Context: an optimization exercise on an open-source flow, tuned for a short achievable clock period and few clock cycles. The choices shown serve that exercise and are no tape-out recipe. The RTL was checked by simulation tests, not by an equivalence proof against the original design.

==> wip/zinc: inputs <==
Design gfe, start of the top module:
module gfe #(
    parameter RXMAX = 128
) (
    input  wire        clk,
    input  wire        rst,
    input  wire        cmd_valid,
    output wire        cmd_ready,
    input  wire [23:0] cmd_word,
    output wire        rsp_valid,
    input  wire        rsp_ready,
    output wire [3:0]  rsp_rc,
    output wire [15:0] rsp_val,
    output wire [2:0]  rsp_nout,
    output wire [39:0] rsp_out
);
export LEC_CHECK = 0
export ABC_CLOCK_PERIOD_IN_PS = 2500
export CAP_MARGIN = 20
export CORE_MARGIN = 2
export CORE_UTILIZATION = 40
export SLEW_MARGIN = 20
create_clock -name core_clock -period 8.0 [get_ports {clk}]
standard.sh (not shown) runs the stock make flow with config.mk's settings and CLKGATE_MAP_FILE= SYNTH_SCRIPT=/design/flow/synth_recipe.tcl, a recipe that flattens the netlist after the stock synthesis.
==> flow/flow/run.sh <==
#!/bin/bash
set -euo pipefail
bash standard.sh SETUP_SLACK_MARGIN=5.3 finish > standard_flow.log 2>&1
==> inputs of wip/ember, as changes to wip/zinc <==
--- a/flow/design.v
+++ b/flow/design.v
@@ -56,19 +56,19 @@
     localparam [15:0] G_FF = 16'h00FF;   
     reg rst_r;
     always @(posedge clk) rst_r <= rst;
     wire kill = rst | rst_r;
     reg        rdy_r;
     reg [2:0]  occ;           
-    reg        h_v;           
-    reg [62:0] h_d;
+    reg [QN-1:0] q_v;
+    reg [62:0] q_d [0:QN-1];
     assign cmd_ready = rdy_r;
     wire accept = cmd_valid && rdy_r;
-    wire take   = h_v && rsp_ready;
-    assign rsp_valid = h_v;
-    assign {rsp_rc, rsp_val, rsp_nout, rsp_out} = h_d;
+    wire take   = q_v[0] && rsp_ready;
+    assign rsp_valid = q_v[0];
+    assign {rsp_rc, rsp_val, rsp_nout, rsp_out} = q_d[0];
     wire [2:0] occ_next = occ + {2'd0, accept} - {2'd0, take};
     always @(posedge clk) begin
         if (rst) begin
             occ   <= 3'd0;
             rdy_r <= 1'b1;
         end else begin
@@ -114,13 +114,13 @@
     reg [15:0] b_g;           
     reg [15:0] b_h;           
     reg        b_esc;         
     reg        b_is1b, b_is06, b_is0d, b_typeok;
     reg        b_ld_hi;       
     reg [IW-1:0] b_ld_idx;
-    reg [7:0]  b_ldg [0:7];   
+    reg [7:0]  b_ld_data;
     wire [15:0] a_g = crc_byte(16'd0, a_b);
     always @(posedge clk) begin
         b_v        <= a_v;
         b_ill      <= a_v && !a_legal;
         b_get      <= a_v && a_legal && (a_opc == OP_GET);
         b_crc_clr  <= a_v && a_legal && (a_opc == OP_CRC_CLR);
@@ -145,18 +145,14 @@
         b_is1b     <= (a_b == 8'h1B);
         b_is06     <= (a_b == 8'h06);
         b_is0d     <= (a_b == 8'h0D);
         b_typeok   <= (a_b == 8'h00) || (a_b == 8'h80) || (a_b == 8'h40);
         b_ld_hi    <= (a_arg[15:IW] != 0);
         b_ld_idx   <= a_arg[IW-1:0];
+        b_ld_data  <= (a_arg[IW-1:0] < RXDMAX) ? rxdata[a_arg[IW-1:0]] : 8'd0;
     end
-    integer g;
-    always @(posedge clk)
-        for (g = 0; g < 8; g = g + 1)
-            b_ldg[g] <= (g * 16 + a_arg[3:0] < RXDMAX) ?
-                        rxdata[g * 16 + a_arg[3:0]] : 8'd0;
     reg [15:0]   crc;
     reg          unepend;
     reg          txph;
     reg [1:0]    txcnt;
     reg [15:0]   txcrc;
     reg [15:0]   txfin;       
@@ -172,14 +168,12 @@
     reg [7:0]    prev;        
     reg [15:0]   prev_g;      
     reg          prev_1b, prev_0d;
     reg          pend;        
     reg [LW-1:0] mlen;        
     reg [15:0]   dcrc;        
-    reg          dcrc_z;      
-    reg          mlen_ge4;    
     reg [7:0]    dec_a, dec_c;
     reg          w_en;
     reg [IW-1:0] w_idx;
     reg [7:0]    w_data;
     wire rx_fill     = (rxstat == ST_FILL);
     wire rx_frame    = (rxstat == ST_FRAME);
@@ -215,14 +209,14 @@
     always @(*) begin
         if (rxovf)                   dec_st = ST_OVFL;
         else if (rx_empty)           dec_st = ST_EMPTY;
         else if (pend)               dec_st = ST_SHORT;
         else if (raw0_06)            dec_st = ST_ACKD;
         else if (!raw0_typeok)       dec_st = ST_TYPE;
-        else if (!mlen_ge4)          dec_st = ST_SHORT;
-        else if (!dcrc_z)            dec_st = ST_CSUM;
+        else if (mlen < 4)           dec_st = ST_SHORT;
+        else if (dcrc != 16'd0)      dec_st = ST_CSUM;
         else if (!prev_0d)           dec_st = ST_SHORT;
         else                         dec_st = ST_FRAME;
     end
     reg [15:0] sr_val;
     always @(*) begin
         case (b_sel)
@@ -243,13 +237,13 @@
     always @(*) begin
         if (b_get)
             e_val = sr_val;
         else if (rx_end_ok)
             e_val = {13'd0, dec_st};
         else if (ld_ok)
-            e_val = {8'd0, b_ldg[b_ld_idx[IW-1:4]]};
+            e_val = {8'd0, b_ld_data};
         else
             e_val = 16'd0;
     end
     wire [7:0] fin_hi = txfin[15:8];
     wire [7:0] fin_lo = txfin[7:0];
     wire       fe_hi  = in_escset(fin_hi);
@@ -276,13 +270,12 @@
             e_out  = txend_out;
         end
     end
     wire         int_go   = rx_put_ok && (rxlen[LW-1:1] != 0);
     wire         int_emit = int_go && (pend || !prev_1b);
     wire [7:0]   int_byte = pend ? ~prev : prev;
-    wire [15:0]  dcrc_next = crc_byte(dcrc, 8'h00) ^ prev_g ^ (pend ? G_FF : 16'd0);
     reg        e_v;
     reg [62:0] e_d;
     always @(posedge clk) begin
         e_v <= b_v && !kill;
         e_d <= {e_rc, e_val, e_nout, e_out};
     end
@@ -301,14 +294,12 @@
             rxaddr  <= 8'd0;
             rxcmd   <= 8'd0;
             rxdlen  <= {LW{1'b0}};
             pend    <= 1'b0;
             mlen    <= {LW{1'b0}};
             dcrc    <= 16'd0;
-            dcrc_z  <= 1'b1;
-            mlen_ge4 <= 1'b0;
             w_en    <= 1'b0;
         end else begin
             if (b_crc_clr)
                 crc <= 16'd0;
             else if (b_crc_put)
                 crc <= crc_byte(crc, 8'h00) ^ b_g;
@@ -346,37 +337,32 @@
                 rxaddr <= 8'd0;
                 rxcmd  <= 8'd0;
                 rxdlen <= {LW{1'b0}};
                 pend   <= 1'b0;
                 mlen   <= {LW{1'b0}};
                 dcrc   <= 16'd0;
-                dcrc_z <= 1'b1;
-                mlen_ge4 <= 1'b0;
             end else if (rx_put_ovf) begin
                 rxovf <= 1'b1;
             end else if (rx_put_ok) begin
                 rxlen <= rxlen + 1'b1;
                 if (int_go) begin
                     if (pend)
                         pend <= 1'b0;
                     else if (prev_1b)
                         pend <= 1'b1;
                 end
                 if (int_emit) begin
-                    dcrc <= dcrc_next;
-                    dcrc_z <= (dcrc_next == 16'd0);
+                    dcrc <= crc_byte(dcrc, 8'h00) ^ prev_g ^ (pend ? G_FF : 16'd0);
                     mlen <= mlen + 1'b1;
-                    if (mlen == 3)
-                        mlen_ge4 <= 1'b1;
                     w_en <= (mlen >= 2) && (mlen < RXDMAX + 2);
                 end
             end else if (rx_end_ok) begin
                 rxstat <= dec_st;
                 rxtype <= rx_empty ? 8'd0 : raw0;
                 if (!rxovf && !rx_empty && !pend && !raw0_06 && raw0_typeok &&
-                    mlen_ge4 && dcrc_z && prev_0d) begin
+                    !(mlen < 4) && dcrc == 16'd0 && prev_0d) begin
                     rxaddr <= dec_a;
                     rxcmd  <= dec_c;
                     rxdlen <= mlen - 3'd4;
                 end
             end
         end
@@ -399,44 +385,32 @@
         end
         w_idx  <= mlen[IW-1:0] - 2'd2;
         w_data <= int_byte;
         if (w_en)
             rxdata[w_idx] <= w_data;
     end
-    reg [62:0]   f_d [0:QN-1];
-    reg [QN-1:0] f_wp, f_rp;      
-    reg [2:0]    f_n;             
-    wire [QN-1:0] f_rp1 = {f_rp[QN-2:0], f_rp[QN-1]};
-    reg  [62:0]   f_old, f_old1;
     integer i;
-    always @(*) begin
-        f_old  = 63'd0;
-        f_old1 = 63'd0;
-        for (i = 0; i < QN; i = i + 1) begin
-            f_old  = f_old  | ({63{f_rp[i]}}  & f_d[i]);
-            f_old1 = f_old1 | ({63{f_rp1[i]}} & f_d[i]);
-        end
-    end
-    wire [62:0] h_take = (f_n == 3'd1) ? e_d : f_old1;
-    wire [62:0] h_keep = (f_n == 3'd0) ? e_d : f_old;
-    always @(posedge clk) begin
-        h_d <= take ? h_take : h_keep;
-        for (i = 0; i < QN; i = i + 1)
-            if (e_v && f_wp[i])
-                f_d[i] <= e_d;
-    end
     always @(posedge clk) begin
         if (rst) begin
-            h_v  <= 1'b0;
-            f_n  <= 3'd0;
-            f_wp <= {{(QN-1){1'b0}}, 1'b1};
-            f_rp <= {{(QN-1){1'b0}}, 1'b1};
+            q_v <= {QN{1'b0}};
         end else begin
-            h_v  <= (f_n + {2'd0, e_v} - {2'd0, take}) != 3'd0;
-            f_n  <= f_n + {2'd0, e_v} - {2'd0, take};
-            if (e_v)
-                f_wp <= {f_wp[QN-2:0], f_wp[QN-1]};
-            if (take)
-                f_rp <= f_rp1;
+            for (i = 0; i < QN; i = i + 1) begin
+                if (take) begin
+                    if (i < QN - 1 && q_v[(i + 1) % QN]) begin
+                        q_v[i] <= 1'b1;
+                        q_d[i] <= q_d[(i + 1) % QN];
+                    end else if (q_v[i] && e_v) begin
+                        q_v[i] <= 1'b1;
+                        q_d[i] <= e_d;
+                    end else begin
+                        q_v[i] <= 1'b0;
+                    end
+                end else begin
+                    if (!q_v[i] && e_v && (i == 0 || q_v[(i + QN - 1) % QN])) begin
+                        q_v[i] <= 1'b1;
+                        q_d[i] <= e_d;
+                    end
+                end
+            end
         end
     end
 endmodule
==> flow/run.sh (new file) <==
#!/bin/bash
# synth_recipe.tcl (not shown) runs the flow's synth.tcl, then flattens the netlist and writes it again
# the make line also repeats each setting of config.mk as NAME=value (left out here)
make -C /OpenROAD-flow-scripts/flow DESIGN_CONFIG=/design/flow/config.mk WORK_HOME=/design/flow/orfs CLKGATE_MAP_FILE= SYNTH_SCRIPT=/design/flow/synth_recipe.tcl finish
- ABC_CLOCK_PERIOD_IN_PS: 2500 -> default
removed: flow/flow/run.sh
removed: flow/standard.sh
==> run summary <==
wip/ember finished with timing, DRC and antenna clean. wip/zinc completed with no timing, DRC or antenna violations. In wip/zinc the global-route usage is higher than in wip/ember, by 0.32 points. Of wip/ember and wip/zinc, wip/zinc has the higher via count (gap 7.0%, measured against wip/zinc). In wip/zinc the maximum frequency is larger than in wip/ember, by about 35%. Routed wire length: wip/ember is lower than wip/zinc (7.1%).
==> figures <==
metric	wip/zinc	wip/ember
Delay of the slowest cell on the worst path	360 ps	660 ps
# clk buffers	230	231
Outcome	timing/DRC/antenna clean	timing/DRC/antenna clean
Met1 global-route usage	27.3%	27.5%
Count of plain and timing-repair buffers	168	151
Clock network area share	7.85%	7.45%
Register fraction of the total cell area	62.1%	62.7%
Start of the worst register-to-register path	w_idx[5]	a_w[2]
Number of clock sinks seen by CTS	1684	1562
Mapped cell area	0.0654 mm^2	0.0623 mm^2
Testbench counts of wip/zinc, summed over its fixed seeds: cycles 35,470.
Testbench counts of wip/ember, summed over its fixed seeds: cycles 35,470.

afterwards: timing with drivers on the ports:
How much do the figures lean on ideal ports? The routed layouts below were timed once more, with nothing changed but the port constraints. Step 1, drivers: a clkbuf_16 drives clk and a buf_2 each remaining input, both assumed. Step 2 adds t to the input delays and takes it off the output delays; t is the mean of the earliest and latest rising clock arrival at the registers after step 1. Input paths then give back, and output paths get back, about the clock's delay inside the block. Slacks: no drivers / after step 1 / after step 2; pairs: no drivers / after step 1.
| run | t (ns) | slack for setup (ns) | clock arrival spread, ns | slew at the worst register clock pin (ns) | worst data-port slew with drivers (ns) |
|---|---|---|---|---|---|
| wip/zinc | 0.873 | 5.020 / 4.931 / 4.575 | 0.052 / 0.051 | 0.07 / 0.07 | 0.08 |
| wip/ember | 0.845 | 3.972 / 4.019 / 3.174 | 0.063 / 0.063 | 0.06 / 0.06 | 0.04 |
After both steps every run listed still meets setup and hold. The setup slack of wip/ember, which loses most, moves by +0.047 ns with the drivers and by -0.798 ns with both steps.
